What follows belongs to an exercise in optimizing a design on an open flow for small area, a short achievable clock period and few clock cycles per item; a production flow would make more cautious choices. Where RTL was checked, it was by simulation tests only, not by an equivalence proof against the original. Function not checked in runs 1 and 2: the RTL went through the layout flow alone. Power is estimated from default activity; no workload was simulated.

==> flow/design.v <==
module pce_codec (
    input  wire        clk,
    input  wire        rst,         
    input  wire        start,       
    input  wire        mode,        
    input  wire [5:0]  n_in,
    input  wire [5:0]  p_in,
    input  wire [5:0]  l_in,
    input  wire [32:0] data_in,
    output wire        done,        
    output wire [2:0]  err,         
    output wire [5:0]  res,         
    output wire [32:0] data_out
);
    localparam W  = 4;              
    localparam WV = W + 18;         
    localparam ERR_NONE      = 3'd0;
    localparam ERR_DIVERGED  = 3'd2;
    localparam ERR_MALFORMED = 3'd3;
    localparam ERR_PRECOND   = 3'd4;
    localparam S_IDLE = 0;
    localparam S_SCAN = 1;          
    localparam S_MPB  = 2;          
    localparam S_CORR = 3;          
    localparam S_D2   = 4;          
    localparam S_D3   = 5;          
    reg [5:0]  st;
    reg [32:0] R;
    reg [5:0]  n, p, l;
    reg [2:0]  k;
    reg [5:0]  nl;                  
    reg [5:0]  nk;                  
    reg [4:0]  i;                   
    reg [5:0]  rem;                 
    reg [5:0]  cnt;
    reg [3:0]  jq;                  
    reg        qsrc;                
    reg [5:0]  L;                   
    reg        q1;                  
    reg        chg;
    reg [2:0]  err_r;
    reg        done_r;
    assign data_out = R;
    assign res      = cnt;
    assign err      = err_r;
    assign done     = done_r;
    function [32:0] rot;            
        input [32:0] v;
        input [5:0]  a;
        reg   [65:0] d;
        begin
            d   = {v, v} >> a;
            rot = d[32:0];
        end
    endfunction
    function [32:0] therm;          
        input [6:0] v;
        integer b;
        begin
            for (b = 0; b < 33; b = b + 1)
                therm[b] = (b < v);
        end
    endfunction
    function [3:0] hj;              
        input [12:0] v;
        reg   [15:0] a;
        reg   [7:0]  b;
        reg   [3:0]  c;
        reg   [1:0]  d;
        begin
            a     = {3'd0, v};
            hj[3] = a[15:8] != 8'd0;
            b     = hj[3] ? a[15:8] : a[7:0];
            hj[2] = b[7:4] != 4'd0;
            c     = hj[2] ? b[7:4] : b[3:0];
            hj[1] = c[3:2] != 2'd0;
            d     = hj[1] ? c[3:2] : c[1:0];
            hj[0] = d[1];
        end
    endfunction
    function [2:0] clog2n;
        input [5:0] v;
        begin
            if      (v <= 6'd1)  clog2n = 3'd0;
            else if (v <= 6'd2)  clog2n = 3'd1;
            else if (v <= 6'd4)  clog2n = 3'd2;
            else if (v <= 6'd8)  clog2n = 3'd3;
            else if (v <= 6'd16) clog2n = 3'd4;
            else if (v <= 6'd32) clog2n = 3'd5;
            else                 clog2n = 3'd6;
        end
    endfunction
    wire [2:0]  k_in     = clog2n(n_in);
    wire [6:0]  lp_in    = {1'b0, l_in} - {1'b0, p_in};
    wire        valid_in = (p_in != 6'd0) && (l_in <= n_in) &&
                           (((n_in == 6'd1)                    && (lp_in == 7'd1)) ||
                            ((n_in == 6'd2)                    && (lp_in == 7'd2)) ||
                            ((n_in >= 6'd3)  && (n_in <= 6'd4))  && (lp_in == 7'd3) ||
                            ((n_in >= 6'd5)  && (n_in <= 6'd8))  && (lp_in == 7'd4) ||
                            ((n_in >= 6'd9)  && (n_in <= 6'd16)) && (lp_in == 7'd5) ||
                            ((n_in >= 6'd17) && (n_in <= 6'd32)) && (lp_in == 7'd6));
    wire [32:0] th_nin   = therm({1'b0, n_in});
    wire [5:0]  nk_in    = n_in - {3'b0, k_in};
    wire [32:0] load     = (data_in & th_nin) |
                           ({33{~mode}} & ~th_nin & {th_nin[31:0], 1'b1});
    wire [45:0] ux  = {R, 13'd0} >> p[4:0];          
    wire [WV-1:0] U = ux[WV-1:0];
    wire        m16 = (k >= 3'd3);
    wire        m17 = (k >= 3'd4);
    wire        m18 = (k >= 3'd5);
    reg [12:0] ok [0:W-1];
    reg [12:0] jv;
    integer o, j, y;
    always @* begin
        for (j = 0; j < 13; j = j + 1)
            jv[j] = (j + 2 <= p);
        for (o = 0; o < W; o = o + 1)
            for (j = 0; j < 13; j = j + 1) begin
                ok[o][j] = jv[j];
                for (y = 12 - j; y <= 18; y = y + 1)
                    if (R[o + y - 12 + j] != U[o + y] &&
                        (y < 16 || (y == 16 && m16) || (y == 17 && m17) || (y == 18 && m18)))
                        ok[o][j] = 1'b0;
            end
    end
    reg [W-1:0] vw;                 
    reg [W-1:0] first;              
    reg [3:0]   jsel;               
    reg         viol;
    always @* begin
        for (o = 0; o < W; o = o + 1)
            vw[o] = (|ok[o]) && !rem[5] && (o <= rem);
        viol = 1'b0;
        for (o = 0; o < W; o = o + 1) begin
            first[o] = vw[o] && !viol;
            viol     = viol | vw[o];
        end
        jsel = 4'd0;
        for (o = 0; o < W; o = o + 1)
            if (first[o]) jsel = jsel | hj(ok[o]);
    end
    wire pass_end = rem[5] || (rem < W);
    reg [32:0] r_adv;
    reg [4:0]  i_adv;
    reg [5:0]  rem_adv;
    always @* begin
        r_adv   = rot(R, W);
        i_adv   = i + W;
        rem_adv = rem - W;
        for (o = 0; o < W; o = o + 1)
            if (first[o]) begin
                r_adv   = rot(R, o);
                i_adv   = i + o;
                rem_adv = rem - o;
            end
    end
    wire [5:0] ga = ({6{st[S_SCAN]}} & (6'd33 - {1'b0, i})) |
                    ({6{st[S_MPB]}}  & L) |
                    ({6{st[S_CORR]}} & ({3'b0, k} + 6'd1)) |
                    ({6{st[S_D2]}}   & {1'b0, i}) |
                    ({6{st[S_D3]}}   & (q1 ? {1'b0, i} : 6'd33 - L));
    wire [32:0] G = rot(R, ga);
    wire [5:0] qc  = qsrc ? L : p - 6'd1 - {2'b0, jq};
    wire [6:0] i_l = {2'b0, i} + {1'b0, l};
    wire [6:0] v1 = st[S_CORR] ? {1'b0, qc} : {2'b0, i} + {1'b0, L};
    wire [6:0] v2 = (st[S_CORR] | st[S_D2]) ? {1'b0, p} : {1'b0, l} - {1'b0, L};
    wire [6:0] v3 = st[S_CORR] ? {1'b0, nk} - {2'b0, i} : i_l;
    wire [6:0] v4 = st[S_CORR] ? {1'b0, n} - {2'b0, i} :
                    st[S_D2]   ? {1'b0, n} + 7'd1 : {1'b0, n};
    wire [32:0] t1 = therm(v1);
    wire [32:0] t2 = therm(v2);
    wire [32:0] t3 = therm(v3);
    wire [32:0] t4 = therm(v4);
    wire [32:0] t1e = {t1[31:0], 1'b1} & ~t1;    
    wire [32:0] t4e = {t4[31:0], 1'b1} & ~t4;    
    wire perL = &((R ~^ G) | ~t2);
    wire [32:0] rec = {28'd0, i} << v3[5:0];
    reg  [32:0] corr;
    integer x;
    always @* begin
        for (x = 0; x < 33; x = x + 1) begin
            if (t1[x])       corr[x] = R[x];
            else if (t1e[x]) corr[x] = 1'b1;
            else if (t2[x])  corr[x] = 1'b0;
            else if (t3[x])  corr[x] = G[x];
            else if (t4[x])  corr[x] = rec[x];
            else if (t4e[x]) corr[x] = 1'b0;
            else             corr[x] = R[x];
        end
    end
    wire [32:0] ein    = st[S_IDLE] ? data_in : rep;
    wire [5:0]  eamt   = st[S_IDLE] ? nk_in : nk;
    wire [2:0]  ek3    = st[S_IDLE] ? k_in : k;
    wire [32:0] esh    = ein >> eamt[4:0];         
    wire [4:0]  d_idx  = esh[4:0] & ~(5'h1f << ek3);
    wire        d_last = esh[ek3];
    wire [31:0] mk     = G[31:0] & t2[31:0] & 32'hffff_fffe;
    wire [15:0] h4 = mk[31:16] != 16'd0 ? mk[31:16] : mk[15:0];
    wire [7:0]  h3 = h4[15:8]  != 8'd0  ? h4[15:8]  : h4[7:0];
    wire [3:0]  h2 = h3[7:4]   != 4'd0  ? h3[7:4]   : h3[3:0];
    wire [1:0]  h1 = h2[3:2]   != 2'd0  ? h2[3:2]   : h2[1:0];
    wire [5:0]  qd = {1'b0, mk[31:16] != 16'd0, h4[15:8] != 8'd0,
                      h3[7:4] != 4'd0, h2[3:2] != 2'd0, h1[1]};
    wire        found  = |mk;
    wire        qd1    = (qd == 6'd1);
    reg  [32:0] up;
    always @* begin
        case (k)
            3'd2:    up = {R[29:0], 3'b0};
            3'd3:    up = {R[28:0], 4'b0};
            3'd4:    up = {R[27:0], 5'b0};
            default: up = {R[26:0], 6'b0};
        endcase
    end
    wire        idxbad = ({1'b0, i} > nl);
    reg [32:0] tail, rep;
    always @* begin
        for (x = 0; x < 33; x = x + 1) begin
            tail[x] = (!t3[x] && t4[x]) ? up[x] : R[x];
            rep[x]  = (!t1[x] && t3[x]) ? (q1 ? G[0] : G[x]) : R[x];
        end
    end
    always @(posedge clk) begin
        if (rst) begin
            st     <= 6'd1 << S_IDLE;
            done_r <= 1'b0;
        end else begin
            done_r <= 1'b0;
            case (1'b1)
                st[S_IDLE]: begin
                    if (start) begin
                        R    <= load;
                        n    <= n_in;
                        p    <= p_in;
                        l    <= l_in;
                        k    <= k_in;
                        nl   <= n_in + 6'd1 - l_in;
                        nk   <= nk_in;
                        i    <= mode ? d_idx : 5'd0;
                        rem  <= n_in + 6'd1 - l_in;
                        cnt  <= 6'd0;
                        chg  <= 1'b0;
                        if (!valid_in) begin
                            done_r <= 1'b1;
                            err_r  <= ERR_PRECOND;
                        end else if (mode && d_last) begin
                            done_r <= 1'b1;
                            err_r  <= ERR_NONE;
                        end else begin
                            st <= mode ? 6'd1 << S_D2 : 6'd1 << S_SCAN;
                        end
                    end
                end
                st[S_SCAN]: begin
                    R    <= (pass_end && !viol) ? G : r_adv;    
                    jq   <= jsel;
                    qsrc <= 1'b0;
                    L    <= 6'd1;
                    if (viol) begin
                        i    <= i_adv;
                        rem  <= rem_adv;
                        st   <= (p >= 6'd15) ? 6'd1 << S_MPB : 6'd1 << S_CORR;
                    end else if (pass_end) begin
                        if (chg) begin
                            i   <= 5'd0;
                            rem <= nl;
                            chg <= 1'b0;
                        end else begin
                            st     <= 6'd1 << S_IDLE;
                            done_r <= 1'b1;
                            err_r  <= ERR_NONE;
                        end
                    end else begin
                        i   <= i_adv;
                        rem <= rem_adv;
                    end
                end
                st[S_MPB]: begin
                    if (perL) begin
                        qsrc <= 1'b1;
                        st   <= 6'd1 << S_CORR;
                    end else if (L == p - 6'd14) begin
                        st   <= 6'd1 << S_CORR;
                    end else begin
                        L    <= L + 6'd1;
                    end
                end
                st[S_CORR]: begin
                    R   <= {corr[0], corr[32:1]};
                    cnt <= cnt + 6'd1;
                    chg <= 1'b1;
                    i   <= i + 5'd1;
                    rem <= rem - 6'd1;
                    if (cnt == n) begin
                        st     <= 6'd1 << S_IDLE;
                        done_r <= 1'b1;
                        err_r  <= ERR_DIVERGED;
                    end else begin
                        st  <= 6'd1 << S_SCAN;
                    end
                end
                st[S_D2]: begin
                    R   <= tail;
                    L   <= qd;
                    q1  <= qd1;
                    cnt <= cnt + 6'd1;
                    if (idxbad || !found) begin
                        st     <= 6'd1 << S_IDLE;
                        done_r <= 1'b1;
                        err_r  <= ERR_MALFORMED;
                    end else begin
                        st  <= 6'd1 << S_D3;
                    end
                end
                st[S_D3]: begin
                    L <= {L[4:0], 1'b0};
                    if (q1 || ({L, 1'b0} >= {1'b0, l})) begin
                        R <= rep & t4;
                        i <= d_idx;
                        if (d_last) begin
                            st     <= 6'd1 << S_IDLE;
                            done_r <= 1'b1;
                            err_r  <= ERR_NONE;
                        end else if (cnt == n) begin
                            st     <= 6'd1 << S_IDLE;
                            done_r <= 1'b1;
                            err_r  <= ERR_MALFORMED;
                        end else begin
                            st     <= 6'd1 << S_D2;
                        end
                    end else begin
                        R <= rep;
                    end
                end
                default: st <= 6'd1 << S_IDLE;
            endcase
        end
    end
endmodule
==> flow/flow/run.sh <==
#!/bin/bash
# Layout flow: the standard flow (standard.sh), with ORFS's timing repair
# asked to leave a setup margin of 7 ns instead of the default, so that the
# repair sizes and buffers the critical paths. The clock and the constraints
# are the standard flow's own.
set -euo pipefail
bash standard.sh SETUP_SLACK_MARGIN=7 finish > standard.log 2>&1
==> flow/standard.sh <==
#!/bin/bash
# synth_recipe.tcl (not shown) runs the flow's synth.tcl, then flattens the netlist and writes it again
# the make line also repeats each setting of config.mk as NAME=value (left out here)
make -C /OpenROAD-flow-scripts/flow DESIGN_CONFIG=/design/flow/config.mk WORK_HOME=/design/flow/orfs CLKGATE_MAP_FILE= SYNTH_SCRIPT=/design/flow/synth_recipe.tcl "${@:-finish}"
==> flow/config.mk <==
export PLATFORM = sky130hd
export DESIGN_NAME = pce_codec
export DESIGN_NICKNAME = pce_codec
export VERILOG_FILES = /design/flow/design.v
export SDC_FILE = /design/flow/constraint.sdc
export NUM_CORES = 4
export LEC_CHECK = 0
export ABC_AREA = 1
export CAP_MARGIN = 20
export CORE_MARGIN = 2
export CORE_UTILIZATION = 25
export PLACE_DENSITY = 0.5
export SLEW_MARGIN = 20
==> flow/constraint.sdc <==
create_clock -name core_clock -period 13.0 [get_ports {clk}]
set_input_delay 2.6000 -clock core_clock [delete_from_list [all_inputs] [get_ports {clk}]]
set_output_delay 2.6000 -clock core_clock [all_outputs]
set_load 0.01 [all_outputs]
==> results of run 1 <==
## area by class of cell
class	count	area (µm²)
Clock inverter	7	88.8
Inverter	489	1940
Clock buffer	9	225
Sequential cell	106	3120
Antenna cell	9	22.5
Timing Repair Buffer	314	2930
Multi-Input combinational cell	4259	23000
Tap cell	1512	1890
Fill cell	13100	81400
Timing Repair inverter	4	27.5
## routing by layer
metal | GRT usage | share of wire | up-vias
li1 | - | - | 17700
met1 | 0.420 | 0.39 | 18900
met2 | 0.494 | 0.41 | 2658
met3 | 0.0795 | 0.11 | 745
met4 | 0.259 | 0.096 | 16
met5 | 0 | 0.00047 | -
## registers in the layout (all words and copies together) (netlist names)
register,count
R,33
chg,1
done_r,1
l,6
p,6
n,6
q1,1
rem,6
i,5
qsrc,1
err_r,3
k,3
st,6
nk,6
jq,4
nl,6
cnt,6
L,6
## cell usage after synthesis (37+ instances only)
cell,n
o22ai_1,99
nand2_1,1355
nand4_1,68
nor2_1,408
nor3_1,56
edfxtp_1,99
inv_2,50
buf_1,37
o21ai_0,298
xor2_1,164
a21oi_1,307
o21ai_1,84
nand3_1,796
clkbuf_1,147
ha_1,92
o211ai_1,95
inv_1,424
nor2_2,43
buf_2,88
## logic make-up after synthesis
kind of cell	count (synthesis)	share of synthesized area
multiplexers	23	0.00795
AO/OA/AOI/OAI	1096	0.226
flip-flops	106	0.107
AND/OR/NAND/NOR	2851	0.434
XOR/XNOR	187	0.0583
buffers and inverters	818	0.120
adder cells (fa/ha/maj)	101	0.0459
## power by group through the flow
stage | clock [W] | combinational [W] | sequential [W]
after CTS | 0.000335 | 0.00172 | 0.000419
final | 0.000335 | 0.00184 | 0.000419
after global placement | 0 | 0.00162 | 0.000430
after global routing | 0.000342 | 0.00194 | 0.000419
after detailed placement | 0 | 0.00162 | 0.000429
after floorplan | 0 | 0.00102 | 0.000418
## cell usage in the layout (no fill, tap or decap), drive strengths merged, types with 7 or more instances in the layout
cell           instances
ha                    92
edfxtp                99
fa                     9
clkinvlp              13
o211ai                95
o21a                   8
a221oi                16
o311ai                22
nand3                809
o21ai                391
dfxtp                  7
o2111ai               13
diode                  9
a211oi                24
clkinv                20
clkbuf                15
o31ai                  9
a22o                   7
nand2               1378
inv                  467
o22ai                 99
a21boi                 8
nor3                  62
mux2i                 23
nor4                  17
nand4                 68
a31oi                 29
nor2                 463
buf                  216
nand3b                 9
clkdlybuf4s50         91
a21oi                310
o21bai                 7
or2                   38
a22oi                  8
o221ai                17
xnor2                 16
xor2                 171
## stage by stage
step	std cells	util	instance area [µm²]	worst slack [ns]
floorplan	5182	-	29100	6.83
global route	6700	0.290	33200	6.49
CTS	6669	0.284	32600	6.48
global placement	6592	0.273	31300	4.36
detailed placement	6596	0.274	31400	4.43
finish	6709	0.290	33300	6.62
## repair_timing
item / CTS / global route
pin swaps: 34 / 32
endpoints found under the setup margin: 112 / 109
buffers inserted: 52 / 29
cloned: 5 / 2
gates resized for setup: 136 / 114
hold buffers: 0 / 0
## how the worst min path moves through the flow
stage           from  endpoint  slack (ns)  depth (start not counted)
2_1_floorplan  st[5]     st[5]        0.49                          2
3_3_place_gp   st[5]     st[5]        0.61                          2
3_5_place_dp   st[5]     st[5]        0.61                          2
4_1_cts        st[5]     st[5]        0.62                          2
5_1_grt        st[5]     st[5]        0.66                          2
6_report       nl[5]    rem[5]        0.64                          2
## critical path, delay by kind of cell
kind	cells	cell delay, ns
AND/OR/NAND/NOR	14	1.52
AO/OA/AOI/OAI	4	0.55
buffers and inverters	9	1.11
adder cells (fa/ha/maj)	2	0.69
==> reports/qor.yml, run 1 <==
status: "timing/DRC/antenna clean"
portBuffers: 97
swShare: 0.587
power_density_nw_per_um2: 77.8
start_util: 0.253
max-clock-path-buffers: 2
drt_iter0_drc: 5714
startpoint: "n_in[1]"
fp-row-count: 124
synth_edf_count: 99
r2r_end: "err_r[2]"
crit_arrival_ns: 6.48
core_um2: 115000
place.gp.congestion: 1.05
whs_ns: 0.635
clock_sinks: 106
pwr-share-comb: 0.709
drive_above_1_share: 0.113
gr-usage-all-layers: 0.335
synth_cell_types: 79
p_seq_frac: 0.162
dieArea_um2: 119000
slew-limit-headroom: 0.122
grt_max_degree: 76
cp_data_required_time_ns: 13.10
p_switching_w: 0.00152
setup_viol: 0
clkLatencyLatePin_ns: 0.44
yosysWarnings: 2
crit_slowest_cell: "fa_2"
cts_buffers: 9
antenna_found_initial: 15
ant_nets: 0
die_h_um: 344
io_pins: 98
drcViolationCount: 0
grt_setup_unrepaired: "true"
synthToLayoutAreaGrowth_pct: 14.8
reg2reg_setup_slack_ns: 6.86
ys_seq_elements: 106
yosysSeqAreaShare: 0.107
viasPerCell: 5.97
yosysTopAreaCellShare: 0.176
vdd_drop_max_mv: 0.0557
grt_pass1_wl_mm: 284
finalCritPeriodShare: 0.491
hold_class: "reg2reg"
r2r_cells: 36
crit_type: "in2reg"
worstPathMaxFanout: 11
synth_ff_type: "edfxtp_1"
vias: 40000
reg2reg_from: "k[2]"
synthCells: 5182
ys_async_sr_fraction: 0
maxCapViolations: 0
wl_per_cell_um: 30.9
power.leakage_nw: 14.8
nets: 5339
critPathLaunchType: "input port"
overflow: 0
yosysTopAreaCell: "nand2_1"
power.total_w: 0.00259
dp_hpwl_mm: 157
fmax_ghz: 0.157
synth_area_um2: 29000
cp_common_cell: "nand3_1"
ys_top_cells_by_area: "nand2_1 (18%), nand3_1 (14%), edfxtp_1 (10%)"
crit_path_end: "err_r[2]"
synthesis.nets: 5338
intPower_w: 0.00107
grt_pass1_vias: 36300
finalHoldViolations: 0
slew_viol_final: 0
period_needed_ns: 6.38
max_stage_delay_ns: 0.55
clkPwrFrac: 0.129
root_buffer: "clkbuf_16"
crit_path_end_kind: "flop"
die_x_um: 344
syn_area_per_cell_um2: 5.59
fin_setup_tns_ns: 0
wl_mm: 207
htreeDepth: 3
path_clk_slew_ns: 0.09
tritoncts: "yes"
tightest_slew_ns: 1.30
finClkSkew_ns: 0.0423
dr.pass1.iters: 8
==> inputs of run 2 (changes only) <==
==> flow/flow/run.sh (replaced) <==
#!/bin/bash
# Layout flow: the standard flow (standard.sh), with ORFS's timing repair
# asked to leave a setup margin of 6 ns instead of the default, so that the
# repair sizes and buffers the critical paths. The clock and the constraints
# are the standard flow's own.
set -euo pipefail
bash standard.sh SETUP_SLACK_MARGIN=6 finish > standard.log 2>&1
==> run 2 against run 1 <==
Final area down 3.9%; cell count down 1.1%; sequential share of layout area up 0.37 points; register-to-register slack worse by 0.75 ns; largest cell class unchanged.
==> reports/qor.yml, run 2 <==
max-clock-path-buffers: 2
drt_iter0_drc: 6234
crit_type: "reg2reg"
slew-limit-headroom: 0.166
tritoncts: "yes"
synth_most_common_cell: "nand2_1"
fin_util: 0.279
setup_viol: 0
io_pins: 98
critPathLaunchType: "flop"
routed-wl-met3_mm: 25.3
vdd_drop_max_mv: 0.0657
seq_area_um2: 3120
syn_area_per_cell_um2: 5.59
status: "timing/DRC/antenna clean"
clkLatencyLatePin_ns: 0.41
synth_cell_types: 79
vias: 39800
viasPerCell: 5.99
portBuffers: 97
power.leakage_nw: 14.2
cp_data_required_time_ns: 13.22
yosysSeqAreaShare: 0.107
slew_viol_final: 0
highest_layer: "met5"
die_h_um: 344
tightest_slew_ns: 1.24
swShare: 0.587
hold_class: "reg2reg"
drcViolationCount: 0
dp_hpwl_mm: 146
synth_edf_count: 99
whs_ns: 0.579
intPower_w: 0.00100
met2_length_mm: 77.0
finalCritPeriodShare: 0.530
period_needed_ns: 6.89
pwr-share-comb: 0.696
yosysTopAreaCellShare: 0.176
final_common_cell: "nand2_1"
wl_mm: 193
grt_pass1_wl_mm: 268
instances_no_fill: 6633
n_fill_cell: 13200
power_density_nw_per_um2: 76.0
start_util: 0.253
gr-usage-all-layers: 0.312
fp-row-count: 124
synth_area_um2: 29000
dieArea_um2: 119000
clkPwrFrac: 0.133
ys_top_cells_by_area: "nand2_1 (18%), nand3_1 (14%), edfxtp_1 (10%)"
wl_per_cell_um: 29.1
finClkSkew_ns: 0.0208
htreeDepth: 3
core_um2: 115000
antenna_found_initial: 5
grt_max_degree: 76
drive_above_1_share: 0.0838
power.total_w: 0.00243
maxCapViolations: 0
fin_setup_tns_ns: 0
overflow: 0
dr.pass1.iters: 9
multiInputGateArea_um2: 22600
finalHoldViolations: 0
worstPathMaxFanout: 35
root_buffer: "clkbuf_16"
grt_pass1_vias: 36100
yosysTopAreaCell: "nand2_1"
synthToLayoutAreaGrowth_pct: 10.3
crit_path_end_kind: "flop"
cts_buffers: 9
grt_setup_unrepaired: "false"
clock_sinks: 106
synthCells: 5182
drt-met1-wl_mm: 78.9
p_seq_frac: 0.172
p_switching_w: 0.00143
fmax_ghz: 0.145
yosysWarnings: 2
ys_async_sr_fraction: 0
nets: 5270
regMostFlops: "R"
ant_nets: 0
placed_cells: 6578
synth_ff_type: "edfxtp_1"
synth_common_cells: "nand2_1 (1,355), nand3_1 (796), inv_1 (424)"
path_clk_slew_ns: 0.10
crit_arrival_ns: 7.11
final_cell_mix: "nand2_1 (1,353), nand3_1 (794), inv_1 (413), nor2_1 (398), a21oi_1 (305)"
largest_reg_flops: 33
place.gp.congestion: 1.10
ys_seq_elements: 106
synthesis.nets: 5338
die_x_um: 344
==> run 2: changes by cell type in the layout (fill, tap and decap cells not counted), sizes merged <==
cell / previous run / this run
inv: 467 / 473
clkinvlp: 13 / 7
bufbuf: 1 / 0
clkbuf: 15 / 14
a31oi: 29 / 30
diode: 9 / 2
buf: 216 / 149
clkinv: 20 / 19
==> run 2: power groups by stage <==
| stage | Clock (W) | Sequential (W) | Combinational [W] |
|---|---|---|---|
| after CTS | 0.000328 | 0.000417 | 0.00160 |
| after detailed placement | 0 | 0.000424 | 0.00157 |
| final | 0.000322 | 0.000417 | 0.00169 |
| after global routing | 0.000331 | 0.000418 | 0.00180 |
| after floorplan | 0 | 0.000418 | 0.00101 |
| after global placement | 0 | 0.000424 | 0.00158 |
==> run 2: logic make-up after synthesis <==
logic type,after synthesis,synth area share
AOI/OAI and AO/OA,1096,0.226
xor gates and xnor gates,187,0.0583
adders and majority gates,101,0.0459
buffers and inverters,818,0.120
and+or+nand+nor,2851,0.434
DFF,106,0.107
muxes,23,0.00795
==> run 2: cell type report <==
class / count / area share
Tap cell: 1512 / 0.0592
Clock buffer: 9 / 0.00705
Timing Repair inverter: 3 / 0.000626
Clock inverter: 7 / 0.00278
Inverter: 489 / 0.0586
Antenna cell: 2 / 0.000157
Timing Repair Buffer: 245 / 0.0663
Sequential cell: 106 / 0.0975
Multi-Input combinational cell: 4260 / 0.708
==> run 2: path summary, 6_finish.rpt <==
| check | start | end | slack [ns] | depth (start not counted) |
|---|---|---|---|---|
| min reg2reg | st[5] | st[5] | 0.58 | 2 |
| min | st[5] | st[5] | 0.58 | 2 |
| max | i[2] | q1 | 6.11 | 27 |
| max reg2reg | i[2] | q1 | 6.11 | 27 |
==> run 2: critical path: stages, from the launching register on <==
cell and delay, ns:
edfxtp_1 0.37, buf_4 0.22, inv_1 0.38, ha_1 0.25, nand3_1 0.08, nand3_1 0.14
nand2_1 0.38, a31oi_4 0.52, inv_2 0.39, nor2_4 0.44, nand3_1 0.12, nand3_1 0.42
nand2_1 0.27, nand4_1 0.27, nor2_4 0.10, inv_2 0.28, nand2_1 0.10, nand2_1 0.13
nand2_1 0.08, nor2_2 0.21, nand3_1 0.16, nor2_1 0.15, nor2_2 0.07, nand2_2 0.18
nor2_2 0.07, nor3_2 0.50, nand3_1 0.15, inv_1 0.26
==> run 2: through the flow <==
step | instance area (µm²) | worst slack, ns
floorplan | 29000 | 6.05
global placement | 31200 | 3.70
detailed placement | 31200 | 3.66
CTS | 31700 | 6.01
global route | 32000 | 6.01
finish | 32000 | 6.11
==> run 2: what timing repair did <==
action / 4_1_cts / 5_1_grt
pin swaps: 3 / 4
setup buffers: 17 / 12
gates resized for setup: 47 / 37
gates cloned: 3 / 3
hold buffers: 0 / 0
endpoints found under the setup margin: 19 / 42
==> run 2: routing by layer <==
metal,GRT usage,vias to the layer above
met4,0.157,4
met5,0,-
li1,-,17500
met3,0.0898,532
met1,0.423,18900
met2,0.446,2821
==> inputs of run 3 (changes only) <==
--- a/flow/design.v
+++ b/flow/design.v
@@ -37,5 +37,4 @@
     reg        qsrc;                
     reg [5:0]  L;                   
-    reg        q1;                  
     reg        chg;
     reg [2:0]  err_r;
@@ -159,9 +158,10 @@
                     ({6{st[S_CORR]}} & ({3'b0, k} + 6'd1)) |
                     ({6{st[S_D2]}}   & {1'b0, i}) |
-                    ({6{st[S_D3]}}   & (q1 ? {1'b0, i} : 6'd33 - L));
+                    ({6{st[S_D3]}}   & (6'd33 - L));
     wire [32:0] G = rot(R, ga);
     wire [5:0] qc  = qsrc ? L : p - 6'd1 - {2'b0, jq};
     wire [6:0] i_l = {2'b0, i} + {1'b0, l};
-    wire [6:0] v1 = st[S_CORR] ? {1'b0, qc} : {2'b0, i} + {1'b0, L};
+    wire [6:0] v1 = st[S_CORR] ? {1'b0, qc} :
+                    st[S_D2]   ? {2'b0, i} + 7'd1 : {2'b0, i} + {1'b0, L};
     wire [6:0] v2 = (st[S_CORR] | st[S_D2]) ? {1'b0, p} : {1'b0, l} - {1'b0, L};
     wire [6:0] v3 = st[S_CORR] ? {1'b0, nk} - {2'b0, i} : i_l;
@@ -189,10 +189,18 @@
         end
     end
-    wire [32:0] ein    = st[S_IDLE] ? data_in : rep;
-    wire [5:0]  eamt   = st[S_IDLE] ? nk_in : nk;
+    wire [32:0] ein    = st[S_IDLE] ? data_in : st[S_D2] ? d2n : rep;
+    wire [5:0]  en     = st[S_IDLE] ? n_in : n;
     wire [2:0]  ek3    = st[S_IDLE] ? k_in : k;
-    wire [32:0] esh    = ein >> eamt[4:0];         
-    wire [4:0]  d_idx  = esh[4:0] & ~(5'h1f << ek3);
-    wire        d_last = esh[ek3];
+    wire [32:0] ev     = en[5] ? (ein >> 1) : (ein << ~en[4:0]);
+    reg  [4:0]  d_idx;
+    always @* begin
+        case (ek3)
+            3'd2:    d_idx = {3'b0, ev[30:29]};
+            3'd3:    d_idx = {2'b0, ev[30:28]};
+            3'd4:    d_idx = {1'b0, ev[30:27]};
+            default: d_idx = ev[30:26];
+        endcase
+    end
+    wire        d_last = ev[31];
     wire [31:0] mk     = G[31:0] & t2[31:0] & 32'hffff_fffe;
     wire [15:0] h4 = mk[31:16] != 16'd0 ? mk[31:16] : mk[15:0];
@@ -203,5 +211,6 @@
                       h3[7:4] != 4'd0, h2[3:2] != 2'd0, h1[1]};
     wire        found  = |mk;
-    wire        qd1    = (qd == 6'd1);
+    wire        q1now  = mk[1] && (mk[31:2] == 30'd0);
+    wire [5:0]  cnt1   = cnt + 6'd1;
     reg  [32:0] up;
     always @* begin
@@ -214,9 +223,10 @@
     end
     wire        idxbad = ({1'b0, i} > nl);
-    reg [32:0] tail, rep;
+    reg [32:0] rep, d2n;
     always @* begin
         for (x = 0; x < 33; x = x + 1) begin
-            tail[x] = (!t3[x] && t4[x]) ? up[x] : R[x];
-            rep[x]  = (!t1[x] && t3[x]) ? (q1 ? G[0] : G[x]) : R[x];
+            rep[x]  = (!t1[x] && t3[x]) ? G[x] : R[x];
+            d2n[x]  = (!t3[x] && t4[x]) ? up[x] :
+                      (q1now && !t1[x] && t3[x]) ? G[0] : R[x];
         end
     end
@@ -301,13 +311,25 @@
                 end
                 st[S_D2]: begin
-                    R   <= tail;
                     L   <= qd;
-                    q1  <= qd1;
-                    cnt <= cnt + 6'd1;
+                    cnt <= cnt1;
                     if (idxbad || !found) begin
+                        R      <= d2n;
                         st     <= 6'd1 << S_IDLE;
                         done_r <= 1'b1;
                         err_r  <= ERR_MALFORMED;
+                    end else if (q1now) begin
+                        R <= d2n & {1'b0, t4[32:1]};
+                        i <= d_idx;
+                        if (d_last) begin
+                            st     <= 6'd1 << S_IDLE;
+                            done_r <= 1'b1;
+                            err_r  <= ERR_NONE;
+                        end else if (cnt1 == n) begin
+                            st     <= 6'd1 << S_IDLE;
+                            done_r <= 1'b1;
+                            err_r  <= ERR_MALFORMED;
+                        end
                     end else begin
+                        R   <= d2n;
                         st  <= 6'd1 << S_D3;
                     end
@@ -315,5 +337,5 @@
                 st[S_D3]: begin
                     L <= {L[4:0], 1'b0};
-                    if (q1 || ({L, 1'b0} >= {1'b0, l})) begin
+                    if ({L, 1'b0} >= {1'b0, l}) begin
                         R <= rep & t4;
                         i <= d_idx;
==> run 3 against run 2 <==
Via count is essentially flat; critical path depth did not move; clock skew up 0.0064 ns; non-clock buffer count up 25.
==> reports/qor.yml, run 3 <==
start_util: 0.251
max-clock-path-buffers: 2
crit_type: "reg2reg"
antenna_found_initial: 6
yosysWarnings: 2
synth_cell_types: 72
finalHoldViolations: 0
seq_area_um2: 3090
tritoncts: "yes"
largest_reg_flops: 33
grt_pass1_wl_mm: 277
clock_sinks: 105
yosys.area_share.simple: 0.407
p_seq_frac: 0.202
overflow: 0
fmax_ghz: 0.146
synth_ff_type: "edfxtp_1"
nets: 5302
pwr-share-comb: 0.640
n_fill_cell: 13300
vias: 39700
power.leakage_nw: 13.9
grt_setup_unrepaired: "false"
period_needed_ns: 6.84
synthMuxAreaShare: 0.00595
die_h_um: 342
io_pins: 98
regMostFlops: "R"
worstPathMaxFanout: 58
synthAdderAreaFrac: 0.0466
cp_data_required_time_ns: 13.10
gr-usage-all-layers: 0.326
intPower_w: 0.000872
grt_max_degree: 73
critPathLaunchType: "flop"
yosysTopAreaCell: "nand2_1"
slew_viol_final: 0
synthToLayoutAreaGrowth_pct: 12.1
slew-limit-headroom: 0.175
grt_pass1_vias: 36400
setup_viol: 0
syn_area_per_cell_um2: 5.51
place.gp.congestion: 1.02
dieArea_um2: 117000
drive_above_1_share: 0.0712
swShare: 0.570
core_um2: 114000
status: "timing/DRC/antenna clean"
path_clk_slew_ns: 0.11
dp_hpwl_mm: 153
final_common_cell: "nand2_1"
synth_most_common_cell: "nand2_1"
root_buffer: "clkbuf_16"
synth_top_family_by_area: "simple AND/OR/NAND/NOR gates"
clkPwrFrac: 0.159
crit_path_end_kind: "flop"
maxCapViolations: 0
ys_async_sr_fraction: 0
wl_per_cell_um: 29.9
finalCritPeriodShare: 0.526
yosysSeqAreaShare: 0.108
p_switching_w: 0.00115
reg2reg_setup_slack_ns: 6.16
dr.pass1.iters: 6
tightest_slew_ns: 1.22
diodes: 0
synth_common_cells: "nand2_1 (1,296), nand3_1 (667), nor2_1 (502)"
viasPerCell: 5.97
placed_area_um2: 31100
hold_class: "reg2reg"
clkLatencyLatePin_ns: 0.42
yosysTopAreaCellShare: 0.170
fp-row-count: 124
synthCells: 5189
drt_iter0_drc: 6060
portBuffers: 97
fin_setup_tns_ns: 0
synthesis.nets: 5345
cts_buffers: 9
ys_top_cells_by_area: "nand2_1 (17%), nand3_1 (12%), edfxtp_1 (10%)"
drcViolationCount: 0
synth_area_um2: 28600
finClkSkew_ns: 0.0271
multiInputGateArea_um2: 22300
vdd_drop_max_mv: 0.0715
synthXorXnorAreaFrac: 0.0567
synth_edf_count: 98
die_x_um: 342
postLayoutCellArea_um2: 32000
synth_compound_area_frac: 0.255
htreeDepth: 3
ant_nets: 0
power_density_nw_per_um2: 63.3
crit_arrival_ns: 6.95
final_cell_mix: "nand2_1 (1,281), nand3_1 (663), nor2_1 (486), inv_1 (451), o21ai_0 (448)"
wl_mm: 199
ys_seq_elements: 105
-- run 3: changes by cell type after synthesis, sizes merged, moves of 8 or more --
cell    before   now
o21ai      391   522
nand3      809   673
or2         38    26
nor3b        2    10
o211ai      95    62
a211oi      24    34
nand2     1378  1305
buf        178   155
inv        475   493
nor3        62    52
a221oi      16    40
clkbuf     151   171
nand4       68    76
nor2       462   523
-- run 3: worst max-delay path, cell delays in order, from the launching register on --
cell and delay (ns):
edfxtp_1 0.49, buf_4 0.35, inv_1 0.07, buf_4 0.24, o21ai_0 0.26, mux2i_1 0.14, nand2_1 0.10, o21ai_1 0.10
nand2_1 0.08, o21ai_0 0.13, o21ai_1 0.61, xor2_1 0.13, a2111oi_0 0.51, nand3_1 0.14, nor2_1 0.30, nand2_1 0.09
nor3_1 0.26, nor2_1 0.07, nand3_1 0.27, nor2_1 0.19, o21ai_2 0.36, nor2_4 0.04, clkbuf_8 0.31, nor2_1 0.45
inv_1 0.12, o21ai_0 0.27, inv_1 0.10, buf_6 0.27
-- run 3: cell type report --
cell class | instances | area share
clock inverter | 7 | 0.00246
multi-input combinational | 4250 | 0.697
tap | 1512 | 0.0590
clock buffer | 9 | 0.00703
sequential | 105 | 0.0965
timing repair buffer | 270 | 0.0762
inverter | 510 | 0.0613
-- run 3: logic make-up after synthesis --
family,after synthesis
buf+inv,836
compound gates,1244
mux,17
xor+xnor,185
flops,105
fa+ha+maj,101
simple gates,2701
-- run 3: path summary, 6_finish.rpt --
check                           startpoint     to  depth (start not counted)
worst min-delay path                 st[5]  st[5]                          2
worst min register to register       st[5]  st[5]                          2
worst max register to register       R[18]  R[22]                         27
worst max-delay path                 R[18]  R[22]                         27
-- run 3: power groups by stage --
stage                     Clock (W)  Sequential [W]  Combinational, W
final                      0.000321        0.000409           0.00130
after detailed placement          0        0.000418           0.00122
after global routing       0.000330        0.000410           0.00137
after floorplan                   0        0.000413          0.000727
after global placement            0        0.000418           0.00124
after CTS                  0.000323        0.000408           0.00123
-- run 3: what timing repair did --
| item | 4_1_cts | 5_1_grt |
|---|---|---|
| gates cloned | 0 | 2 |
| resized for setup | 32 | 81 |
| pin swaps | 0 | 2 |
| buffers inserted | 4 | 23 |
| endpoints found under the setup margin | 91 | 90 |
| hold buffers | 0 | 0 |
-- run 3: stage by stage --
| stage | worst slack, ns | std cells | utilization | hold WS (ns) | total power [W] |
|---|---|---|---|---|---|
| floorplan | 7.77 | 5189 | - | 0.535 | 0.00114 |
| global placement | 4.56 | 6616 | 0.273 | 0.624 | 0.00166 |
| detailed placement | 4.63 | 6617 | 0.273 | 0.624 | 0.00164 |
| CTS | 6.00 | 6637 | 0.277 | 0.645 | 0.00197 |
| global route | 6.01 | 6663 | 0.281 | 0.659 | 0.00211 |
| finish | 6.16 | 6663 | 0.281 | 0.647 | 0.00203 |
-- run 3: routing by layer --
metal	vias up	GRT usage	share of wire
met2	2630	0.503	0.43
li1	17700	-	-
met5	-	0	0.00021
met3	579	0.0630	0.10
met1	18900	0.420	0.39
met4	6	0.195	0.073
Testbench counts of run 3, summed over its fixed seeds: cycles 6,638, items 1,920.
==> inputs of run 4 (changes only) <==
==> flow/flow/run.sh (replaced) <==
#!/bin/bash
# Layout flow: the standard flow (standard.sh), with ORFS's timing repair
# asked to leave a setup margin of 6.5 ns instead of the default, so that the
# repair sizes and buffers the critical paths. The clock and the constraints
# are the standard flow's own.
set -euo pipefail
bash standard.sh SETUP_SLACK_MARGIN=6.5 finish > standard.log 2>&1
==> run 4 against run 3 <==
Sequential share of layout area is 0.36 points lower; non-clock buffer count is 60 higher; via count is 2.7% higher; fmax is 5.9% higher; critical path type unchanged; largest power group unchanged.
==> reports/qor.yml, run 4 <==
fmax_ghz: 0.155
wl_mm: 208
synth_common_cells: "nand2_1 (1,296), nand3_1 (667), nor2_1 (502)"
gr-usage-all-layers: 0.331
synth_compound_area_frac: 0.255
r2r_cells: 25
wl_per_cell_um: 30.9
path_clk_slew_ns: 0.08
clock_sinks: 105
htreeDepth: 3
synth_most_common_cell: "nand2_1"
dr.pass1.iters: 9
reg2reg_setup_slack_ns: 6.54
crit_arrival_ns: 6.57
reg2reg_from: "R[21]"
finalHoldViolations: 0
hold_end: "st[1]"
clkLatencyLatePin_ns: 0.43
ys_async_sr_fraction: 0
synth_top_family_by_area: "simple AND/OR/NAND/NOR gates"
synthCells: 5189
viasPerCell: 6.07
final_cell_mix: "nand2_1 (1,265), nand3_1 (653), nor2_1 (476), inv_1 (441), o21ai_0 (433)"
vdd_drop_max_mv: 0.0725
status: "timing/DRC/antenna clean"
hold_class: "reg2reg"
synthAdderAreaFrac: 0.0466
power.leakage_nw: 14.4
ys_top_cells_by_area: "nand2_1 (17%), nand3_1 (12%), edfxtp_1 (10%)"
yosysSeqAreaShare: 0.108
slew-limit-headroom: 0.106
worstHoldPathCells: 2
slew_viol_final: 0
start_util: 0.251
core_um2: 114000
portBuffers: 97
grt_pass1_vias: 36600
synth_edf_count: 98
cp_data_required_time_ns: 13.11
ys_seq_elements: 105
yosys.area_share.simple: 0.407
synth_area_um2: 28600
dieArea_um2: 117000
crit_path_end_kind: "flop"
finClkSkew_ns: 0.0311
die_x_um: 342
final_common_cell: "nand2_1"
setup_viol: 0
grt_pass1_wl_mm: 281
startpoint: "R[21]"
regMostFlops: "R"
critPathLaunchType: "flop"
holdBufCountCts: 0
use_met2: 0.511
finalCritPeriodShare: 0.497
synthMuxAreaShare: 0.00595
yosysWarnings: 2
fp-row-count: 124
yosysTopAreaCellShare: 0.170
yosysTopAreaCell: "nand2_1"
maxCapViolations: 0
fin_setup_tns_ns: 0
period_needed_ns: 6.46
synthesis.nets: 5345
overflow: 0
die_h_um: 342
drive_above_1_share: 0.0958
grt.busiest_layer: "met2"
dp_hpwl_mm: 153
tightest_slew_ns: 1.33
hold_start: "st[1]"
globalRouteMet3Util: 0.0571
drt_iter0_drc: 6147
met1_usage: 0.431
antenna_found_initial: 4
root_buffer: "clkbuf_16"
largest_reg_flops: 33
synthXorXnorAreaFrac: 0.0567
drcViolationCount: 0
tritoncts: "yes"
vias: 40800
max-clock-path-buffers: 2
cts_buffers: 9
synth_ff_type: "edfxtp_1"
place.gp.congestion: 1.02
io_pins: 98
ant_nets: 0
grt_setup_unrepaired: "false"
crit_type: "reg2reg"
grt_max_degree: 73
synthToLayoutAreaGrowth_pct: 16.6
power_density_nw_per_um2: 62.2
nets: 5361
syn_area_per_cell_um2: 5.51
power.total_w: 0.00207
worstPathMaxFanout: 58
r2r_end: "R[21]"
synth_cell_types: 72
==> run 4: worst max path at each step <==
stage / to / slack (ns) / depth (start not counted)
2_1_floorplan: nk[5] / 7.77 / 14
4_1_cts: R[13] / 6.51 / 31
3_5_place_dp: err_r[0] / 4.63 / 33
6_report: R[21] / 6.54 / 25
5_1_grt: i[0] / 6.47 / 38
3_3_place_gp: err_r[1] / 4.56 / 33
==> run 4: cell families after synthesis <==
kind of cell,count (synthesis)
AOI/OAI and AO/OA,1244
xor gates and xnor gates,185
adders and majority gates,101
buffers and inverters,836
DFF,105
muxes,17
and+or+nand+nor,2701
==> run 4: critical path: stages (launching register included) <==
cell	delay [ns]
edfxtp_1	0.40
clkinvlp_4	0.35
buf_4	0.29
o21ai_0	0.32
mux2i_1	0.15
o21ai_0	0.42
nand2_1	0.09
o2111ai_1	0.19
nand2_4	0.27
xor2_1	0.25
nor2_1	0.34
o211ai_1	0.15
a211oi_1	0.54
nand2_1	0.18
nand2_1	0.11
nor2_1	0.06
nand3_2	0.18
nor2_1	0.16
o21ai_2	0.35
nor2_4	0.06
buf_12	0.19
nor2_2	0.27
inv_1	0.11
o21ai_0	0.27
inv_1	0.12
buf_8	0.22
==> run 4: area by class of cell <==
class                      instances  area (µm²)
inverter                         510        2010
tap                             1512        1890
sequential                       105        3100
clock buffer                       9         225
timing repair buffer             330        3320
antenna                            4        10.0
fill                           13200       80500
clock inverter                     7        78.8
multi-input combinational       4249       22700
==> run 4: timing repair <==
item | in CTS | in global routing
pin swaps | 2 | 13
cloned | 5 | 13
gates resized for setup | 97 | 161
setup endpoints to repair | 108 | 100
hold endpoints to repair | 0 | 0
setup buffers | 17 | 53
==> run 4: report_power, final <==
group | total, W | internal, W | switching [W] | leakage [nW]
Combinational | 0.00134 | 0.000361 | 0.000983 | 13.3
Sequential | 0.000407 | 0.000390 | 0.0000173 | 0.974
Clock | 0.000322 | 0.000139 | 0.000183 | 0.149
==> run 4: through the flow <==
step / util / std cells / hold slack, ns / setup slack, ns / cell area, µm²
after floorplan: - / 5189 / 0.535 / 7.77 / 28600
after CTS: 0.281 / 6655 / 0.632 / 6.51 / 32000
after detailed placement: 0.273 / 6617 / 0.624 / 4.63 / 31100
final: 0.293 / 6726 / 0.622 / 6.54 / 33300
after global placement: 0.273 / 6616 / 0.624 / 4.56 / 31100
after global routing: 0.293 / 6722 / 0.660 / 6.47 / 33300
==> run 4: per-layer routing <==
layer  wire [µm]  share of wire  up-vias
li1            -              -    17800
met1       81400           0.39    19400
met2       88400           0.43     3022
met3       22400           0.11      650
met4       15400          0.074        0
met5           0              0        -
==> inputs of run 5 (changes only) <==
==> flow/flow/run.sh (replaced) <==
#!/bin/bash
# Layout flow: the standard flow (standard.sh), with ORFS's timing repair
# asked to leave a setup margin of 7.5 ns instead of the default, so that the
# repair sizes and buffers the critical paths. The clock and the constraints
# are the standard flow's own.
set -euo pipefail
bash standard.sh SETUP_SLACK_MARGIN=7.5 finish > standard.log 2>&1
==> run 5 against run 4 <==
Cell count is 4.2% higher; count of clock-buffer cells in the layout stayed put; fmax is 14% higher; still clean; sequential share of layout area is 1.4 points lower; critical path depth is 4 higher; total power is 12% higher.
==> reports/qor.yml, run 5 <==
crit_slowest_cell: "nor2_1"
dp_slack_ns: 4.63
instances_no_fill: 7009
yosysTopAreaCell: "nand2_1"
setup_viol: 0
crit_buf_inv: 6
holdBufCountCts: 0
ant_nets: 0
crit_path_end_kind: "flop"
status: "timing/DRC/antenna clean"
synth_cell_types: 72
path_clk_slew_ns: 0.08
fp-row-count: 124
worstPathMaxFanout: 13
drive_above_1_share: 0.231
htreeDepth: 3
largest_reg_flops: 33
grt_pass1_vias: 38800
start_util: 0.251
seq_area_um2: 3100
grt_max_degree: 73
ys_async_sr_fraction: 0
cp_top_family: "simple AND/OR/NAND/NOR gates"
vias: 43000
yosysSeqAreaShare: 0.108
cp_data_required_time_ns: 13.11
slew_viol_final: 0
drcViolationCount: 0
dieArea_um2: 117000
io_pins: 98
synth_top_family_by_area: "simple AND/OR/NAND/NOR gates"
antenna_found_initial: 7
wl_mm: 220
multiInputGateArea_um2: 25400
place.gp.congestion: 1.02
power_density_nw_per_um2: 59.0
power.leakage_nw: 16.8
critPathLaunchType: "flop"
hold_class: "reg2reg"
core_um2: 114000
synthAdderAreaFrac: 0.0466
synth_most_common_cell: "nand2_1"
ys_seq_elements: 105
syn_area_per_cell_um2: 5.51
fin_setup_tns_ns: 0
yosys.area_share.simple: 0.407
synth_ff_type: "edfxtp_1"
drt_iter0_drc: 6506
finalCritPeriodShare: 0.435
gr-usage-all-layers: 0.354
die_x_um: 342
synth_common_cells: "nand2_1 (1,296), nand3_1 (667), nor2_1 (502)"
synthCells: 5189
wl_per_cell_um: 31.4
finClkSkew_ns: 0.0303
cts_buffers: 9
nets: 5644
synthesis.nets: 5345
clock_sinks: 105
grt_setup_unrepaired: "true"
slew-limit-headroom: 0.129
yosysTopAreaCellShare: 0.170
root_buffer: "clkbuf_16"
tritoncts: "yes"
final_cell_mix: "nand2_1 (1,135), nand3_1 (519), nor2_1 (431), inv_1 (407), buf_4 (372)"
ys_top_cells_by_area: "nand2_1 (17%), nand3_1 (12%), edfxtp_1 (10%)"
fmax_ghz: 0.177
final_common_cell: "nand2_1"
viasPerCell: 6.14
period_needed_ns: 5.65
crit_type: "reg2reg"
setup_slack_ns: 7.35
finalHoldViolations: 0
dr.pass1.iters: 9
max_stage_delay_ns: 0.56
synth_area_um2: 28600
synthToLayoutAreaGrowth_pct: 37.6
maxCapViolations: 0
synthMuxAreaShare: 0.00595
synth_edf_count: 98
synth_compound_area_frac: 0.255
yosysWarnings: 2
n_fill_cell: 12700
max-clock-path-buffers: 2
die_h_um: 342
clkLatencyLatePin_ns: 0.44
power.total_w: 0.00232
overflow: 0
whs_ns: 0.594
cp_common_cell: "inv_1"
tightest_slew_ns: 1.29
vdd_drop_max_mv: 0.0763
grt_pass1_wl_mm: 299
regMostFlops: "R"
portBuffers: 97
synthXorXnorAreaFrac: 0.0567
dp_hpwl_mm: 153
placed_cells: 6617
crit_arrival_ns: 5.77
## run 5: timing repair
item | 4_1_cts | 5_1_grt
hold endpoints to repair | 0 | 0
pin swaps | 90 | 138
gates cloned | 33 | 11
setup buffers | 189 | 139
gates resized for setup | 641 | 466
setup endpoints to repair | 126 | 112
## run 5: metal layers
layer / track usage / vias to the layer above / part of all wire
met2: 0.539 / 3393 / 0.42
met1: 0.441 / 20300 / 0.37
li1: - / 18400 / -
met4: 0.246 / 4 / 0.095
met3: 0.0827 / 960 / 0.12
met5: 0 / - / 0.00010
## run 5: final cells by class
| type | instances | area share |
|---|---|---|
| repair buffers | 608 | 0.165 |
| well taps | 1512 | 0.0481 |
| multi-input cells | 4253 | 0.646 |
| inverters | 510 | 0.0545 |
| repair inverters | 1 | 0.000191 |
| clock inverters | 7 | 0.00200 |
| clock buffers | 9 | 0.00572 |
| flip-flops and latches | 105 | 0.0789 |
| diodes | 4 | 0.000254 |
## run 5: tightest hold or removal path, delay by kind of cell (launching register included)
| family | cells | cell delay (ns) |
|---|---|---|
| AO/OA/AOI/OAI | 1 | 0.13 |
| flip-flops | 1 | 0.38 |
| AND/OR/NAND/NOR | 1 | 0.05 |
## run 5: kinds of logic (layout without fill, tap and decap cells)
| group | Yosys count | in the layout |
|---|---|---|
| buf+inv | 836 | 1135 |
| flops | 105 | 105 |
| simple gates | 2701 | 2706 |
| compound gates | 1244 | 1244 |
| mux | 17 | 17 |
| fa+ha+maj | 101 | 101 |
| other cells | 0 | 4 |
| xor+xnor | 185 | 185 |
## run 5: where the power goes
part	leakage, nW	internal, W	switching, W
registers	0.975	0.000389	0.0000173
clock network	0.149	0.000139	0.000185
logic	15.7	0.000492	0.00110
## run 5: path summary, 6_finish.rpt
path / start / endpoint / slack, ns / cells past startpoint
max: st[4] / err_r[2] / 7.35 / 29
min: st[1] / st[1] / 0.59 / 2
max reg2reg: st[4] / err_r[2] / 7.35 / 29
min reg2reg: st[1] / st[1] / 0.59 / 2
## run 5: stage by stage
step                cell area, µm²   util
floorplan                    28600      -
global placement             31100  0.273
detailed placement           31100  0.273
CTS                          36200  0.318
global route                 39300  0.345
finish                       39300  0.345
==> inputs of run 6 (changes only) <==
==> flow/flow/run.sh (replaced) <==
#!/bin/bash
# Layout flow: the standard flow (standard.sh), with ORFS's timing repair
# asked to leave a setup margin of 7 ns instead of the default, so that the
# repair sizes and buffers the critical paths. The clock and the constraints
# are the standard flow's own.
set -euo pipefail
bash standard.sh SETUP_SLACK_MARGIN=7 finish > standard.log 2>&1
--- a/flow/config.mk
+++ b/flow/config.mk
@@ -10,4 +10,5 @@
 export CORE_MARGIN = 2
 export CORE_UTILIZATION = 25
+export GPL_TIMING_DRIVEN = 1
 export PLACE_DENSITY = 0.5
 export SLEW_MARGIN = 20
==> run 6 against run 5 <==
Clock power decreased by 1%; die area unchanged; sequential share of layout area increased by 0.92 points; clock skew decreased by 0.0069 ns; largest power group unchanged; routed wire length decreased by 4.2%; setup slack got worse by 0.37 ns; sequential power about the same; final area decreased by 11%; largest cell class unchanged; via count decreased by 3.9%.
==> reports/qor.yml, run 6 <==
placed_cells: 6617
pwr-share-comb: 0.661
portBuffers: 97
worstPathMaxFanout: 24
hold_class: "reg2reg"
synth_common_cells: "nand2_1 (1,296), nand3_1 (667), nor2_1 (502)"
place.gp.congestion: 1.02
dieArea_um2: 117000
intPower_w: 0.000926
largest_reg_flops: 33
holdBufCountCts: 0
crit_arrival_ns: 6.16
die_h_um: 342
finClkSkew_ns: 0.0233
root_buffer: "clkbuf_16"
ys_seq_elements: 105
clkLatencyLatePin_ns: 0.42
grt_max_degree: 73
dp_hpwl_mm: 153
vdd_drop_max_mv: 0.0734
reg2reg_setup_slack_ns: 6.98
hold_end: "st[1]"
maxCapViolations: 0
clkPwrFrac: 0.149
regMostFlops: "R"
antenna_found_initial: 6
io_pins: 98
reg2reg_from: "l[0]"
ys_top_cells_by_area: "nand2_1 (17%), nand3_1 (12%), edfxtp_1 (10%)"
period_needed_ns: 6.02
viasPerCell: 6.07
critPathLaunchType: "flop"
fp-row-count: 124
drcViolationCount: 0
synth_ff_type: "edfxtp_1"
final_cell_mix: "nand2_1 (1,219), nand3_1 (616), nor2_1 (459), inv_1 (426), o21ai_0 (417)"
finalHoldViolations: 0
crit_slowest_cell: "a221oi_1"
finalCritPeriodShare: 0.463
syn_area_per_cell_um2: 5.51
vias: 41400
tightest_slew_ns: 1.30
power.leakage_nw: 15.1
yosysTopAreaCell: "nand2_1"
synth_area_um2: 28600
placed_area_um2: 31100
htreeDepth: 3
yosysTopAreaCellShare: 0.170
wl_per_cell_um: 30.9
p_seq_frac: 0.190
power_density_nw_per_um2: 60.8
max_stage_delay_ns: 0.77
path_clk_slew_ns: 0.08
p_switching_w: 0.00121
final_common_cell: "nand2_1"
slew_viol_final: 0
synth_most_common_cell: "nand2_1"
synthToLayoutAreaGrowth_pct: 23.1
grt_setup_unrepaired: "true"
wl_mm: 211
overflow: 0
yosysSeqAreaShare: 0.108
synth_cell_types: 72
crit_type: "reg2reg"
fin_setup_tns_ns: 0
r2r_cells: 27
hold_start: "st[1]"
cp_data_required_time_ns: 13.14
yosysWarnings: 2
core_um2: 114000
instances_no_fill: 6811
startpoint: "l[0]"
tritoncts: "yes"
synthesis.nets: 5345
max-clock-path-buffers: 2
cts_buffers: 9
nets: 5445
clock_sinks: 105
start_util: 0.251
status: "timing/DRC/antenna clean"
worstHoldPathCells: 2
drt_iter0_drc: 6311
fmax_ghz: 0.166
ant_nets: 0
slew-limit-headroom: 0.125
gr-usage-all-layers: 0.340
die_x_um: 342
r2r_end: "R[22]"
drive_above_1_share: 0.140
setup_viol: 0
crit_path_end_kind: "flop"
cp_top_family: "compound AO/OA/AOI/OAI gates"
dr.pass1.iters: 9
crit_buf_inv: 8
swShare: 0.567
synthCells: 5189
synth_edf_count: 98
postLayoutCellArea_um2: 35200
grt_pass1_vias: 37300
ys_async_sr_fraction: 0
grt_pass1_wl_mm: 288
[run 6: cell counts after synthesis]
Identical to the previous run, type by type.
[run 6: worst max path at each step]
stage | cells past startpoint | slack [ns] | endpoint
4_1_cts | 43 | 7.00 | err_r[2]
3_5_place_dp | 33 | 4.63 | err_r[0]
3_3_place_gp | 33 | 4.56 | err_r[1]
2_1_floorplan | 14 | 7.77 | nk[5]
6_report | 27 | 6.98 | R[22]
5_1_grt | 38 | 6.97 | i[0]
[run 6: layout make-up]
cell class	count	area, µm²
tap	1512	1890
inverter	510	2050
multi-input combinational	4250	23500
clock buffer	9	225
timing repair buffer	411	4290
clock inverter	7	78.8
sequential	105	3100
fill	13100	78700
timing repair inverter	2	10.0
antenna	5	12.5
[run 6: logic make-up (layout without fill, tap and decap cells)]
kind of cell | Yosys count | after routing | share of synthesized area
AOI/OAI and AO/OA | 1244 | 1244 | 0.255
xor gates and xnor gates | 185 | 185 | 0.0567
adders and majority gates | 101 | 101 | 0.0466
buffers and inverters | 836 | 939 | 0.121
DFF | 105 | 105 | 0.108
muxes | 17 | 17 | 0.00595
other | 0 | 5 | 0
and+or+nand+nor | 2701 | 2703 | 0.407
[run 6: per-stage QoR]
| step | hold WS [ns] | power [W] | utilization | setup WS [ns] |
|---|---|---|---|---|
| CTS | 0.637 | 0.00201 | 0.292 | 7.00 |
| global route | 0.663 | 0.00222 | 0.309 | 6.97 |
| detailed placement | 0.624 | 0.00164 | 0.273 | 4.63 |
| finish | 0.624 | 0.00214 | 0.309 | 6.98 |
| floorplan | 0.535 | 0.00114 | - | 7.77 |
| global placement | 0.624 | 0.00166 | 0.273 | 4.56 |
[run 6: per-layer routing]
layer	vias to the layer above	wire length, µm	global-route usage
met5	-	40	0
met4	6	17500	0.218
met3	798	23400	0.0787
met2	3034	88800	0.518
met1	19500	81100	0.431
li1	18000	-	-
[run 6: timing repair]
action                                  in CTS  in global routing
buffers inserted                            55                 90
resized for setup                          256                260
endpoints found under the setup margin     122                109
gates cloned                                17                 11
pin swaps                                   15                 47
[run 6: worst reg2reg max path, delay by kind of cell, from the launching register on]
kind                     cells  cell delay (ns)
AO/OA/AOI/OAI                6             1.65
adder cells (fa/ha/maj)      2             0.72
buffers and inverters        8             1.25
flip-flops                   1             0.52
AND/OR/NAND/NOR             11             1.61
[run 6: power by group through the flow]
stage                     logic [W]  registers [W]  clock network (W)
after floorplan            0.000727       0.000413                  0
after global placement      0.00124       0.000418                  0
after detailed placement    0.00122       0.000418                  0
after CTS                   0.00128       0.000407           0.000323
after global routing        0.00148       0.000408           0.000330
final                       0.00141       0.000407           0.000320
==> inputs of run 7 (changes only) <==
--- a/flow/config.mk
+++ b/flow/config.mk
@@ -9,6 +9,5 @@
 export CAP_MARGIN = 20
 export CORE_MARGIN = 2
-export CORE_UTILIZATION = 25
-export GPL_TIMING_DRIVEN = 1
-export PLACE_DENSITY = 0.5
+export CORE_UTILIZATION = 40
+export PLACE_DENSITY = 0.6
 export SLEW_MARGIN = 20
==> run 7 against run 6 <==
Setup slack worse by 0.071 ns; synthesized cell count stayed put; combinational power is 4% lower; fmax is 1.2% lower; sequential cell count stayed put; clock skew hardly changed; cell count is 8.7% lower; register-to-register slack worse by 0.07 ns; die area is 37% lower.
==> reports/qor.yml, run 7 <==
synth_cell_types: 72
yosysSeqAreaShare: 0.108
core_um2: 71100
syn_area_per_cell_um2: 5.51
r2r_cells: 27
hold_end: "st[2]"
grt_setup_unrepaired: "false"
period_needed_ns: 6.09
wl_mm: 192
synth_area_um2: 28600
cp_data_required_time_ns: 13.28
hold_start: "st[0]"
setup_viol: 0
drt_iter0_drc: 7719
ys_seq_elements: 105
clkLatencyLatePin_ns: 0.41
critPathLaunchType: "flop"
finClkSkew_ns: 0.0236
synth_ff_type: "edfxtp_1"
root_buffer: "clkbuf_16"
p_switching_w: 0.00118
crit_slowest_cell: "o21ai_0"
final_common_cell: "nand2_1"
reg2reg_from: "i[2]"
portBuffers: 97
synth_edf_count: 98
antenna_found_initial: 15
placed_cells: 6038
status: "timing/DRC/antenna clean"
intPower_w: 0.000919
max-clock-path-buffers: 2
dp_hpwl_mm: 138
ys_async_sr_fraction: 0
fin_setup_tns_ns: 0
r2r_end: "R[21]"
maxCapViolations: 0
drcViolationCount: 0
io_pins: 98
wl_per_cell_um: 30.8
drive_above_1_share: 0.128
crit_arrival_ns: 6.37
slew-limit-headroom: 0.163
tightest_slew_ns: 1.25
cp_top_family: "simple AND/OR/NAND/NOR gates"
grt_max_degree: 73
crit_path_end_kind: "flop"
finalCritPeriodShare: 0.469
worstPathMaxFanout: 24
hold_class: "reg2reg"
die_x_um: 271
regMostFlops: "R"
vias: 41700
dr.pass1.iters: 9
clock_sinks: 105
holdBufCountCts: 0
nets: 5415
finalHoldViolations: 0
p_seq_frac: 0.195
instances_no_fill: 6219
yosysTopAreaCell: "nand2_1"
final_cell_mix: "nand2_1 (1,242), nand3_1 (626), nor2_1 (459), inv_1 (429), o21ai_0 (415)"
yosysWarnings: 2
grt_pass1_wl_mm: 262
power.leakage_nw: 14.8
crit_buf_inv: 7
place.gp.congestion: 1.09
tritoncts: "yes"
max_stage_delay_ns: 0.63
swShare: 0.561
viasPerCell: 6.71
fmax_ghz: 0.164
ant_nets: 0
worstHoldPathCells: 3
die_h_um: 271
startpoint: "i[2]"
htreeDepth: 3
crit_type: "reg2reg"
synthToLayoutAreaGrowth_pct: 18.6
dieArea_um2: 73600
slew_viol_final: 0
gr-usage-all-layers: 0.482
vdd_drop_max_mv: 0.0659
pwr-share-comb: 0.652
start_util: 0.402
ys_top_cells_by_area: "nand2_1 (17%), nand3_1 (12%), edfxtp_1 (10%)"
overflow: 0
synthCells: 5189
fp-row-count: 98
synthesis.nets: 5345
synth_most_common_cell: "nand2_1"
synth_common_cells: "nand2_1 (1,296), nand3_1 (667), nor2_1 (502)"
cts_buffers: 9
grt_pass1_vias: 36600
clkPwrFrac: 0.153
yosysTopAreaCellShare: 0.170
largest_reg_flops: 33
path_clk_slew_ns: 0.10
reg2reg_setup_slack_ns: 6.91
power_density_nw_per_um2: 61.7
run 7: cell counts after synthesis:
Identical to the previous run, type by type.
run 7: per-layer routing:
metal	global-route usage	vias up	wire (µm)	part of all wire
li1	-	17900	-	-
met1	0.608	19200	69700	0.36
met3	0.154	969	28600	0.15
met4	0.307	16	17000	0.089
met2	0.706	3687	76500	0.40
met5	0	-	127	0.00066
run 7: worst max path at each step:
stage,cells past startpoint,slack [ns],end
after floorplan,14,7.77,nk[5]
after global placement,34,4.88,err_r[1]
after detailed placement,34,5.01,err_r[1]
after CTS,35,7.00,err_r[2]
after global routing,37,6.89,err_r[2]
final,27,6.91,R[21]
run 7: cells by family (layout without fill, tap and decap cells):
family,Yosys count,after routing,synth area share
simple gates,2701,2707,0.407
mux,17,17,0.00595
flops,105,105,0.108
other cells,0,5,0
fa+ha+maj,101,101,0.0466
compound gates,1244,1244,0.255
buf+inv,836,905,0.121
xor+xnor,185,185,0.0567
run 7: area by class of cell:
| class | count | area (µm²) |
|---|---|---|
| Multi-Input combinational cell | 4254 | 23400 |
| Clock inverter | 6 | 70.1 |
| Antenna cell | 5 | 12.5 |
| Fill cell | 7793 | 37200 |
| Clock buffer | 10 | 239 |
| Sequential cell | 105 | 3100 |
| Timing Repair inverter | 3 | 17.5 |
| Tap cell | 950 | 1190 |
| Timing Repair Buffer | 376 | 3850 |
| Inverter | 510 | 2060 |
run 7: worst reg2reg max path, stage by stage, from the launching register on:
cell and delay, ns:
edfxtp_1 0.44, clkinvlp_4 0.29, ha_4 0.37, inv_1 0.07
o22ai_4 0.23, inv_2 0.05, nand3b_1 0.10, buf_6 0.20
buf_12 0.18, nand3_1 0.13, nand3_2 0.11, nand2_1 0.12
nand2_1 0.10, nand3_1 0.22, nand2_1 0.19, nand3_1 0.10
nor2_1 0.12, nand3_2 0.14, nor2_4 0.29, o21ai_1 0.21
o41ai_2 0.35, buf_4 0.28, nor2_1 0.18, inv_4 0.36
nor2_1 0.08, o21ai_0 0.63, nand2_1 0.25, nand3_1 0.17
run 7: power groups by stage:
stage | clock (W) | combinational, W | sequential (W)
after global routing | 0.000331 | 0.00142 | 0.000409
after CTS | 0.000318 | 0.00122 | 0.000407
final | 0.000321 | 0.00136 | 0.000408
after detailed placement | 0 | 0.00118 | 0.000418
after floorplan | 0 | 0.000727 | 0.000413
after global placement | 0 | 0.00119 | 0.000417
run 7: per-stage QoR:
step                      setup slack [ns]  cell area (µm²)  power, W  hold WS, ns  utilization
after global placement                4.88            30200   0.00160        0.531        0.425
after global routing                  6.89            33900   0.00216        0.625        0.477
final                                 6.91            33900   0.00209        0.578        0.477
after detailed placement              5.01            30200   0.00159        0.533        0.425
after CTS                             7.00            31800   0.00194        0.574        0.447
after floorplan                       7.77            28600   0.00114        0.535            -
run 7: repair_timing:
action | CTS | global route
gates cloned | 8 | 22
resized for setup | 194 | 276
buffers inserted | 40 | 90
setup endpoints to repair | 119 | 108
endpoints found under the hold margin | 0 | 0
pin swaps | 12 | 44

==> static timing again, ports no longer ideal <==
In the flow no input, the clock included, has a driving cell. The finished layouts below were timed again as built, in two steps.
Step 1, drivers: a clkbuf_16 drives clk and a buf_2 each remaining input, both assumed.
Step 2 adds t to the input delays and takes it off the output delays; t is the mean of the earliest and latest rising clock arrival at the registers after step 1. Input paths then give back, and output paths get back, about the clock's delay inside the block.
a / b / c = no drivers / after step 1 / after step 2; a / b = the first two.
run	t, ns	slack for setup (ns)	hold slack, ns	slew at the worst register clock pin (ns)
run 1	0.482	6.615 / 6.657 / 6.175	0.635 / 0.635 / 0.635	0.12 / 0.12
run 2	0.464	6.114 / 6.114 / 5.962	0.579 / 0.579 / 0.579	0.10 / 0.10
run 3	0.472	6.160 / 6.160 / 5.939	0.647 / 0.647 / 0.647	0.11 / 0.11
run 4	0.478	6.541 / 6.541 / 6.269	0.622 / 0.622 / 0.622	0.11 / 0.11
run 5	0.481	7.349 / 7.349 / 7.037	0.594 / 0.594 / 0.594	0.11 / 0.11
run 6	0.476	6.979 / 6.979 / 6.811	0.624 / 0.624 / 0.624	0.11 / 0.11
run 7	0.463	6.908 / 6.908 / 6.842	0.578 / 0.578 / 0.578	0.11 / 0.11
After both steps setup and hold are still met in every run listed. The setup slack of run 1, which loses most, moves by +0.042 ns with the drivers and by -0.440 ns with both steps.
